From an optimization exercise on the open Yosys and OpenROAD flow, aimed at small area, a short achievable clock period and few clock cycles per item; shortcuts taken in it are not production practice. RTL that was checked went through simulation tests only; none was proved equivalent to the original. Power figures rest on the tool's default switching activity, not on a simulated workload.

==> flow/design.v (excerpt) <==
module hb_rx (
    input  wire       clk,
    input  wire       rst,         
    input  wire       in_valid,
    output wire       in_ready,
    input  wire [7:0] in_data,
    output wire       ev_valid,
    input  wire       ev_ready,
    output wire [7:0] ev_data
);
==> flow/config.mk <==
export PLATFORM = sky130hd
export DESIGN_NAME = hb_rx
export DESIGN_NICKNAME = hb_rx
export VERILOG_FILES = /design/flow/design.v
export SDC_FILE = /design/flow/constraint.sdc
export NUM_CORES = 4
export LEC_CHECK = 0
export CAP_MARGIN = 20
export CORE_MARGIN = 2
export CORE_UTILIZATION = 40
export CTS_CLUSTER_DIAMETER = 80
export CTS_CLUSTER_SIZE = 24
export SLEW_MARGIN = 20
==> flow/constraint.sdc <==
create_clock -name core_clock -period 10.0 [get_ports {clk}]
set_input_delay 2.0000 -clock core_clock [delete_from_list [all_inputs] [get_ports {clk}]]
set_output_delay 2.0000 -clock core_clock [all_outputs]
set_load 0.01 [all_outputs]
standard.sh (not shown) runs the stock make flow with config.mk's settings and CLKGATE_MAP_FILE= SYNTH_SCRIPT=/design/flow/synth_recipe.tcl, a recipe that flattens the netlist after the stock synthesis.
==> flow/flow/run.sh <==
#!/bin/bash
set -euo pipefail
cd "$(dirname "$0")/.."
bash standard.sh finish SETUP_SLACK_MARGIN=6.8 TNS_END_PERCENT=100 \
    "BUFFER_PORTS_ARGS=-buffer_cell sky130_fd_sc_hd__buf_4" > flow_make.log 2>&1
Testbench counts at the start, summed over its fixed seeds: cycles 26,059, items 480.
Next try:
--- a/flow/design.v
+++ b/flow/design.v
@@ -17,37 +17,36 @@
                      P_METH   = 3'd3,    
                      P_PATH   = 3'd4,
                      P_SKIP   = 3'd5;    
     localparam [1:0] M_GET = 2'd0, M_POST = 2'd1, M_OTHER = 2'd2;
     localparam [7:0] CH_CR = 8'h0D;
     reg  [7:0] xb;            
     reg        xv;
     reg  [7:0] sb;            
-    reg        rdy;           
-    wire       sv = !rdy;
+    reg        sv;
     wire       proc;          
     reg  k_plus, k_i, k_p, k_d, k_comma, k_colon, k_dig, k_lf, k_sp;
     reg  k_g, k_e, k_t, k_o, k_s;
-    assign in_ready = rdy;
+    assign in_ready = !sv;
     wire take = in_valid && !sv;
     wire [7:0] nb     = sv ? sb : in_data;
     wire       load_x = sv ? proc : (take && (!xv || proc));
     always @(posedge clk) begin
         if (rst) begin
-            xv  <= 1'b0;
-            rdy <= 1'b1;
+            xv <= 1'b0;
+            sv <= 1'b0;
         end else if (sv) begin
             if (proc)
-                rdy <= 1'b1;
+                sv <= 1'b0;
         end else if (take) begin
             if (!xv || proc)
                 xv <= 1'b1;
             else
-                rdy <= 1'b0;
+                sv <= 1'b1;
         end else if (proc)
             xv <= 1'b0;
         if (take)
             sb <= in_data;
         if (load_x) begin
             xb      <= nb;
             k_plus  <= (nb == "+");
             k_i     <= (nb == "I");
@@ -194,17 +193,16 @@
     wire ev_mal = (pstate == P_LINK && !link_dig && !link_end) ||
                   (pstate == P_LEN  && !len_dig  && !len_end);
     wire ev_fin = k_lf && (pstate == P_METH || pstate == P_PATH || pstate == P_SKIP);
     wire ev_new = ovf || ev_mal || ev_fin;
     wire ev_drp = ovf || ev_mal;
     reg        ev_v;          
     reg        ev_vr;         
     reg [7:0]  ev_b;
-    reg [7:0]  ev_o;          
     reg [7:0]  ecnt;          
     reg        e_drop;
     reg        e_reason;
     reg [2:0]  e_route;
     reg [7:0]  e_plen;
     reg [7:0]  e_lasti;       
     reg [7:0]  rq;            
     reg        qv;            
@@ -444,21 +442,11 @@
                         rmid <= {rmid[2:0], rmid[3]};
                         if (rmid[3])
                             rhi <= rhi + 2'd1;
                     end
                 end
             end
         end
     end
-    always @(posedge clk) begin
-        if (!ev_v)
-            ev_o <= ev_drp ? 8'h83 : 8'h82;
-        else if (e_free && e_last)
-            ev_o <= 8'h00;
-        else if (e_load)
-            ev_o <= e_byte;
-        else
-            ev_o <= ev_b;
-    end
     assign ev_valid = ev_vr;
-    assign ev_data  = ev_o;
+    assign ev_data  = ev_b;
 endmodule
Outcome:
- sequential power shrinks by about 2%
- die area shrinks by 0.88%
- sequential share of layout area grows by 0.65 points
- total power shrinks by 4.6%
- register-to-register slack gains 110 ps
- hold slack hardly moves
- core utilization barely changes
- clock power barely changes
- critical path depth does not change
- clock-buffer cell count grows by 6
- setup slack loses 190 ps
Testbench counts after the change, summed over its fixed seeds: cycles 26,059, items 480.

---

before:
The RTL this note starts from:
==> flow/design.v <==
module hb_rx (
    input  wire       clk,
    input  wire       rst,         
    input  wire       in_valid,
    output wire       in_ready,
    input  wire [7:0] in_data,
    output wire       ev_valid,
    input  wire       ev_ready,
    output wire [7:0] ev_data
);
    localparam integer PMAX = 242;
    localparam [2:0] P_SEARCH = 3'd0,    
                     P_LINK   = 3'd1,
                     P_LEN    = 3'd2,
                     P_METH   = 3'd3,    
                     P_PATH   = 3'd4,
                     P_SKIP   = 3'd5;    
    localparam [1:0] M_GET = 2'd0, M_POST = 2'd1, M_OTHER = 2'd2;
    localparam [7:0] CH_LF = 8'h0A, CH_CR = 8'h0D, CH_SP = 8'h20;
    reg  [7:0] xb;            
    reg        xv;
    reg  [7:0] sb;            
    reg        sv;
    wire       proc;          
    assign in_ready = !sv;
    wire take = in_valid && !sv;
    always @(posedge clk) begin
        if (rst) begin
            xv <= 1'b0;
            sv <= 1'b0;
        end else if (sv) begin
            if (proc) begin
                xb <= sb;
                sv <= 1'b0;
            end
        end else if (take) begin
            if (!xv || proc) begin
                xb <= in_data;
                xv <= 1'b1;
            end else begin
                sb <= in_data;
                sv <= 1'b1;
            end
        end else if (proc)
            xv <= 1'b0;
    end
    reg [2:0]  pstate;
    reg [8:0]  rx_len;        
    reg [2:0]  mpos;          
    reg [9:0]  link;
    reg [1:0]  link_n;
    reg [16:0] lenv;
    reg [2:0]  len_n;
    reg [2:0]  mi;            
    reg        g_ok, p_ok;
    reg [1:0]  method;
    reg        pend_v;        
    reg [7:0]  pend;
    reg [7:0]  plen;          
    reg [7:0]  pbuf [0:PMAX-1];
    reg        f_files;       
    reg        f_card;        
    reg        f_qm;          
    reg [3:0]  mk;            
    reg        f_mf;          
    reg [1:0]  js;            
    reg [7:0] marker_c, get_c, post_c, files_c, card_c, mf_c;
    always @(*) begin
        case (mpos)
            3'd0: marker_c = "+";
            3'd1: marker_c = "I";
            3'd2: marker_c = "P";
            3'd3: marker_c = "D";
            default: marker_c = ",";
        endcase
        case (mi)
            3'd0: get_c = "G";
            3'd1: get_c = "E";
            3'd2: get_c = "T";
            default: get_c = " ";
        endcase
        case (mi)
            3'd0: post_c = "P";
            3'd1: post_c = "O";
            3'd2: post_c = "S";
            3'd3: post_c = "T";
            default: post_c = " ";
        endcase
        case (plen)
            8'd0: files_c = "/";
            8'd1: files_c = "f";
            8'd2: files_c = "i";
            8'd3: files_c = "l";
            8'd4: files_c = "e";
            default: files_c = "s";
        endcase
        case (plen)
            8'd0: card_c = "/";
            8'd1: card_c = "c";
            8'd2: card_c = "a";
            8'd3: card_c = "r";
            8'd4: card_c = "d";
            8'd5: card_c = "d";
            8'd6: card_c = "a";
            8'd7: card_c = "t";
            default: card_c = "a";
        endcase
        case (mk)
            4'd0:  mf_c = "a";
            4'd1:  mf_c = "c";
            4'd2:  mf_c = "t";
            4'd3:  mf_c = "i";
            4'd4:  mf_c = "o";
            4'd5:  mf_c = "n";
            4'd6:  mf_c = "=";
            4'd7:  mf_c = "m";
            4'd8:  mf_c = "f";
            4'd9:  mf_c = "k";
            4'd10: mf_c = "e";
            4'd11: mf_c = "y";
            4'd12: mf_c = "3";
            default: mf_c = "2";
        endcase
    end
    wire [7:0] b = xb;
    wire is_digit = (b >= "0") && (b <= "9");
    wire [3:0] dval = b[3:0];
    wire is_lf = (b == CH_LF);
    wire       c_files = f_files && (plen < 8'd6) && (pend == files_c);
    wire       c_card  = f_card  && (plen < 8'd9) && (pend == card_c);
    wire       c_qm    = f_qm || (plen == 8'd1 && f_files && pend == "?");
    wire       mk_hit  = (pend == mf_c);
    wire [3:0] c_mk    = f_mf ? mk : (mk_hit ? mk + 4'd1 : ((pend == "a") ? 4'd1 : 4'd0));
    wire       c_mf    = f_mf || (mk_hit && mk == 4'd13);
    wire [1:0] c_js    = (pend == ".") ? 2'd1 :
                         (js == 2'd1 && pend == "j") ? 2'd2 :
                         (js == 2'd2 && pend == "s") ? 2'd3 : 2'd0;
    wire [7:0] c_plen  = plen + 8'd1;
    wire       fin_add   = (pstate == P_PATH) && pend_v && (pend != CH_CR);
    wire [7:0] fin_plen  = fin_add ? c_plen : plen;
    wire       r_fi = fin_add ? c_files : f_files;
    wire       r_ca = fin_add ? c_card  : f_card;
    wire       r_qm = fin_add ? c_qm    : f_qm;
    wire       r_mf = fin_add ? c_mf    : f_mf;
    wire [1:0] r_js = fin_add ? c_js    : js;
    wire [2:0] fin_route =
        (method == M_OTHER)                         ? 3'd0 :
        (r_fi && fin_plen == 8'd6)                  ? 3'd1 :    
        (r_js == 2'd3)                              ? 3'd2 :    
        r_mf                                        ? 3'd3 :    
        ((r_fi && fin_plen == 8'd1) || r_qm)        ? 3'd4 :    
        (r_ca && fin_plen == 8'd9)                  ? 3'd5 :    
                                                      3'd0;     
    wire ovf = rx_len[8];      
    wire link_dig = is_digit && link_n != 2'd3;
    wire link_end = (b == ",") && link_n != 2'd0 && link <= 10'd255;
    wire len_dig  = is_digit && len_n != 3'd5;
    wire len_end  = (b == ":") && len_n != 3'd0;
    wire ev_mal = (pstate == P_LINK && !link_dig && !link_end) ||
                  (pstate == P_LEN  && !len_dig  && !len_end);
    wire ev_fin = is_lf && (pstate == P_METH || pstate == P_PATH || pstate == P_SKIP);
    wire ev_new = ovf || ev_mal || ev_fin;
    reg        ev_v;
    reg [7:0]  ev_b;
    reg [7:0]  ecnt;          
    reg        e_drop;
    reg        e_reason;
    reg [7:0]  e_link;
    reg [16:0] e_len;
    reg [1:0]  e_method;
    reg [2:0]  e_route;
    reg [7:0]  e_plen;
    reg [7:0]  fa;            
    reg [7:0]  rq [0:3];      
    reg [1:0]  rg;            
    reg  [7:0] e_lasti;       
    reg  hazard;
    always @(posedge clk)
        hazard <= ev_v && !e_drop && (plen < e_plen) && ({1'b0, plen} + 9'd9 >= {1'b0, ecnt});
    wire stall = (ev_new && ev_v) || ((pstate == P_PATH) && hazard);
    assign proc = xv && !stall;
    wire launch = proc && ev_new;
    reg  [15:0] wlo, whi;
    wire        wen = xv && pstate == P_PATH && pend_v && !hazard;
    wire [15:0] wen_hi = whi & {16{wen}};
    integer w;
    always @(posedge clk) begin
        for (w = 0; w < PMAX; w = w + 1)
            if (wen_hi[w / 16] && wlo[w % 16])
                pbuf[w] <= pend;
    end
    always @(posedge clk) begin
        if (rst) begin
            pstate <= P_SEARCH;
            rx_len <= 9'd0;
            mpos   <= 3'd0;
        end else if (proc) begin
            if (ovf) begin
                rx_len <= 9'd1;
                pstate <= P_SEARCH;
                mpos   <= (b == "+") ? 3'd1 : 3'd0;
            end else begin
                rx_len <= rx_len + 9'd1;
                case (pstate)
                    P_SEARCH: begin
                        if (b == marker_c) begin
                            if (mpos == 3'd4) begin
                                pstate <= P_LINK;
                                link   <= 10'd0;
                                link_n <= 2'd0;
                                mpos   <= 3'd0;
                            end else
                                mpos <= mpos + 3'd1;
                        end else
                            mpos <= (b == "+") ? 3'd1 : 3'd0;
                    end
                    P_LINK: begin
                        if (link_dig) begin
                            link   <= link * 10'd10 + {6'd0, dval};
                            link_n <= link_n + 2'd1;
                        end else if (link_end) begin
                            pstate <= P_LEN;
                            lenv   <= 17'd0;
                            len_n  <= 3'd0;
                        end else begin
                            rx_len <= 9'd0;
                            pstate <= P_SEARCH;
                        end
                    end
                    P_LEN: begin
                        if (len_dig) begin
                            lenv  <= lenv * 17'd10 + {13'd0, dval};
                            len_n <= len_n + 3'd1;
                        end else if (len_end) begin
                            pstate  <= P_METH;
                            mi      <= 3'd0;
                            g_ok    <= 1'b1;
                            p_ok    <= 1'b1;
                            method  <= M_OTHER;
                            pend_v  <= 1'b0;
                            plen    <= 8'd0;
                            wlo     <= 16'd1;
                            whi     <= 16'd1;
                            js      <= 2'd0;
                            f_files <= 1'b1;
                            f_card  <= 1'b1;
                            f_qm    <= 1'b0;
                            mk      <= 4'd0;
                            f_mf    <= 1'b0;
                        end else begin
                            rx_len <= 9'd0;
                            pstate <= P_SEARCH;
                        end
                    end
                    P_METH: begin
                        if (is_lf) begin
                            rx_len <= 9'd0;
                            pstate <= P_SEARCH;
                        end else begin
                            mi   <= mi + 3'd1;
                            g_ok <= g_ok && (mi < 3'd4) && (b == get_c);
                            p_ok <= p_ok && (b == post_c);
                            if (g_ok && mi == 3'd3 && b == " ") begin
                                method <= M_GET;
                                pstate <= P_PATH;
                            end else if (p_ok && mi == 3'd4 && b == " ") begin
                                method <= M_POST;
                                pstate <= P_PATH;
                            end else if (!(g_ok && mi < 3'd4 && b == get_c) &&
                                         !(p_ok && b == post_c))
                                pstate <= P_SKIP;
                        end
                    end
                    P_PATH: begin
                        if (is_lf) begin
                            rx_len <= 9'd0;
                            pstate <= P_SEARCH;
                        end else begin
                            if (pend_v) begin
                                plen    <= c_plen;
                                wlo     <= {wlo[14:0], wlo[15]};
                                if (wlo[15])
                                    whi <= {whi[14:0], whi[15]};
                                f_files <= c_files;
                                f_card  <= c_card;
                                f_qm    <= c_qm;
                                mk      <= c_mk;
                                f_mf    <= c_mf;
                                js      <= c_js;
                            end
                            if (b == CH_SP) begin
                                pend_v <= 1'b0;
                                pstate <= P_SKIP;
                            end else begin
                                pend_v <= 1'b1;
                                pend   <= b;
                            end
                        end
                    end
                    P_SKIP: begin
                        if (is_lf) begin
                            rx_len <= 9'd0;
                            pstate <= P_SEARCH;
                        end
                    end
                    default: pstate <= P_SEARCH;
                endcase
            end
        end
    end
    wire       e_last = (ecnt == e_lasti);
    wire       e_step = ev_v && ev_ready;
    wire [7:0] e_nx   = ecnt + 8'd1;
    reg [7:0] e_byte;         
    always @(*) begin
        if (e_drop)
            e_byte = {7'd0, e_reason};
        else begin
            case (ecnt)
                8'd0: e_byte = e_link;
                8'd1: e_byte = e_len[7:0];
                8'd2: e_byte = e_len[15:8];
                8'd3: e_byte = {7'd0, e_len[16]};
                8'd4: e_byte = 8'd0;
                8'd5: e_byte = {6'd0, e_method};
                8'd6: e_byte = {5'd0, e_route};
                8'd7: e_byte = e_plen;
                8'd8: e_byte = 8'd0;
                default: e_byte = rq[rg];
            endcase
        end
    end
    integer g;
    reg [15:0] rlo;
    reg [3:0]  rmid;
    wire [63:0] rs1;
    genvar gj;
    generate
        for (gj = 0; gj < 64; gj = gj + 1) begin : g_rs
            assign rs1[gj] = rlo[gj % 16] && rmid[gj / 16];
        end
    endgenerate
    reg [7:0] rsel [0:3];
    integer q, j;
    always @(*) begin
        for (q = 0; q < 4; q = q + 1) begin
            rsel[q] = 8'd0;
            for (j = 0; j < 64; j = j + 1)
                if (q * 64 + j < PMAX)
                    rsel[q] = rsel[q] | (pbuf[q * 64 + j] & {8{rs1[j]}});
        end
    end
    always @(posedge clk) begin
        if (e_step) begin
            for (g = 0; g < 4; g = g + 1)
                rq[g] <= rsel[g];
            rg <= fa[7:6];
            fa <= fa + 8'd1;
            rlo <= {rlo[14:0], rlo[15]};
            if (rlo[15])
                rmid <= {rmid[2:0], rmid[3]};
        end
        if (launch) begin
            fa   <= 8'd248;
            rlo  <= 16'h0100;
            rmid <= 4'b1000;
        end
    end
    always @(posedge clk) begin
        if (rst) begin
            ev_v <= 1'b0;
        end else if (launch) begin
            ev_v     <= 1'b1;
            ev_b     <= ovf ? 8'h83 : (ev_mal ? 8'h83 : 8'h82);
            ecnt     <= 8'd0;
            e_drop   <= ovf || ev_mal;
            e_reason <= ovf;
            e_link   <= link[7:0];
            e_len    <= lenv;
            e_method <= method;
            e_route  <= fin_route;
            e_plen   <= fin_plen;
            e_lasti  <= (ovf || ev_mal) ? 8'd1 : fin_plen + 8'd9;
        end else if (e_step) begin
            if (e_last)
                ev_v <= 1'b0;
            ecnt <= e_nx;
            ev_b <= e_byte;
        end
    end
    assign ev_valid = ev_v;
    assign ev_data  = ev_b;
endmodule
clock: 10.0 ns
lec_check: 0
cap_margin: 20
core_margin: 2
core_utilization: 40
slew_margin: 20
run.sh (not shown) runs the stock make flow with config.mk's settings and CLKGATE_MAP_FILE= SYNTH_SCRIPT=/design/flow/synth_recipe.tcl, a recipe that flattens the netlist after the stock synthesis.
Stock flow here: none of the scripts above is used.
## Diff of input files: after against before
--- a/flow/design.v
+++ b/flow/design.v
@@ -181,12 +181,7 @@
     assign proc = xv && !stall;
     wire launch = proc && ev_new;
-    reg  [15:0] wlo, whi;
-    wire        wen = xv && pstate == P_PATH && pend_v && !hazard;
-    wire [15:0] wen_hi = whi & {16{wen}};
-    integer w;
     always @(posedge clk) begin
-        for (w = 0; w < PMAX; w = w + 1)
-            if (wen_hi[w / 16] && wlo[w % 16])
-                pbuf[w] <= pend;
+        if (xv && pstate == P_PATH && pend_v && !hazard && plen < PMAX)
+            pbuf[plen] <= pend;
     end
     always @(posedge clk) begin
@@ -240,6 +235,4 @@
                             pend_v  <= 1'b0;
                             plen    <= 8'd0;
-                            wlo     <= 16'd1;
-                            whi     <= 16'd1;
                             js      <= 2'd0;
                             f_files <= 1'b1;
@@ -279,7 +272,4 @@
                             if (pend_v) begin
                                 plen    <= c_plen;
-                                wlo     <= {wlo[14:0], wlo[15]};
-                                if (wlo[15])
-                                    whi <= {whi[14:0], whi[15]};
                                 f_files <= c_files;
                                 f_card  <= c_card;
@@ -332,13 +322,4 @@
     end
     integer g;
-    reg [15:0] rlo;
-    reg [3:0]  rmid;
-    wire [63:0] rs1;
-    genvar gj;
-    generate
-        for (gj = 0; gj < 64; gj = gj + 1) begin : g_rs
-            assign rs1[gj] = rlo[gj % 16] && rmid[gj / 16];
-        end
-    endgenerate
     reg [7:0] rsel [0:3];
     integer q, j;
@@ -348,5 +329,5 @@
             for (j = 0; j < 64; j = j + 1)
                 if (q * 64 + j < PMAX)
-                    rsel[q] = rsel[q] | (pbuf[q * 64 + j] & {8{rs1[j]}});
+                    rsel[q] = rsel[q] | (pbuf[q * 64 + j] & {8{fa[5:0] == j}});
         end
     end
@@ -357,13 +338,7 @@
             rg <= fa[7:6];
             fa <= fa + 8'd1;
-            rlo <= {rlo[14:0], rlo[15]};
-            if (rlo[15])
-                rmid <= {rmid[2:0], rmid[3]};
-        end
-        if (launch) begin
-            fa   <= 8'd248;
-            rlo  <= 16'h0100;
-            rmid <= 4'b1000;
         end
+        if (launch)
+            fa <= 8'd248;
     end
     always @(posedge clk) begin
--- outcome ---
- Changes observed in after relative to before: global-route usage increased by 1.7 points relative to the old numbers, worst hold margin closely matched the old numbers, number of cell rows decreased by 1.8% relative to the old numbers.
- after gives more area growth from synthesis to layout than before did.
- after reports its first element of the critical path as plen[4] while before reports pstate[2].
- Setup slack: after lower than before
- Re area of the die: after is about 3% down on before.
No run of this note included a check of the RTL's function; only the layout flow was run.

-- static timing again, ports no longer ideal --
How much do the figures lean on ideal ports? The routed layouts below were timed once more, with nothing changed but the port constraints. Step 1 (the two cells are an assumption about what drives the block):
set clk [get_ports {clk}]
set_driving_cell -lib_cell sky130_fd_sc_hd__clkbuf_16 $clk
set_driving_cell -lib_cell sky130_fd_sc_hd__buf_2 [delete_from_list [all_inputs] $clk]
Step 2 times the ports against the registers' clock, not the clock port: input delays grow and output delays shrink by t, the midpoint of the rising clock arrivals with the driver on. a / b / c = ideal / step 1 / step 2; a / b = the first two.
run | t (ns) | setup slack, ns | hold slack, ns | latest minus earliest clock arrival (ns) | worst slew at a driven data input, ns
the first run of note 1 | 0.792 | 6.755 / 6.685 / 6.432 | 0.303 / 0.303 / 0.303 | 0.068 / 0.067 | 0.05
the second run of note 1 | 0.773 | 6.564 / 6.498 / 6.591 | 0.306 / 0.306 / 0.306 | 0.070 / 0.070 | 0.06
before | 0.951 | 5.486 / 5.486 / 5.243 | 0.465 / 0.465 / 0.465 | 0.092 / 0.092 | 0.04
after | 0.938 | 5.482 / 5.482 / 5.482 | 0.466 / 0.466 / 0.466 | 0.100 / 0.100 | 0.08
After both steps every run listed still meets setup and hold. For the first run of note 1, which loses most, drivers alone change the setup slack by -0.070 ns; drivers and shift together by -0.323 ns.
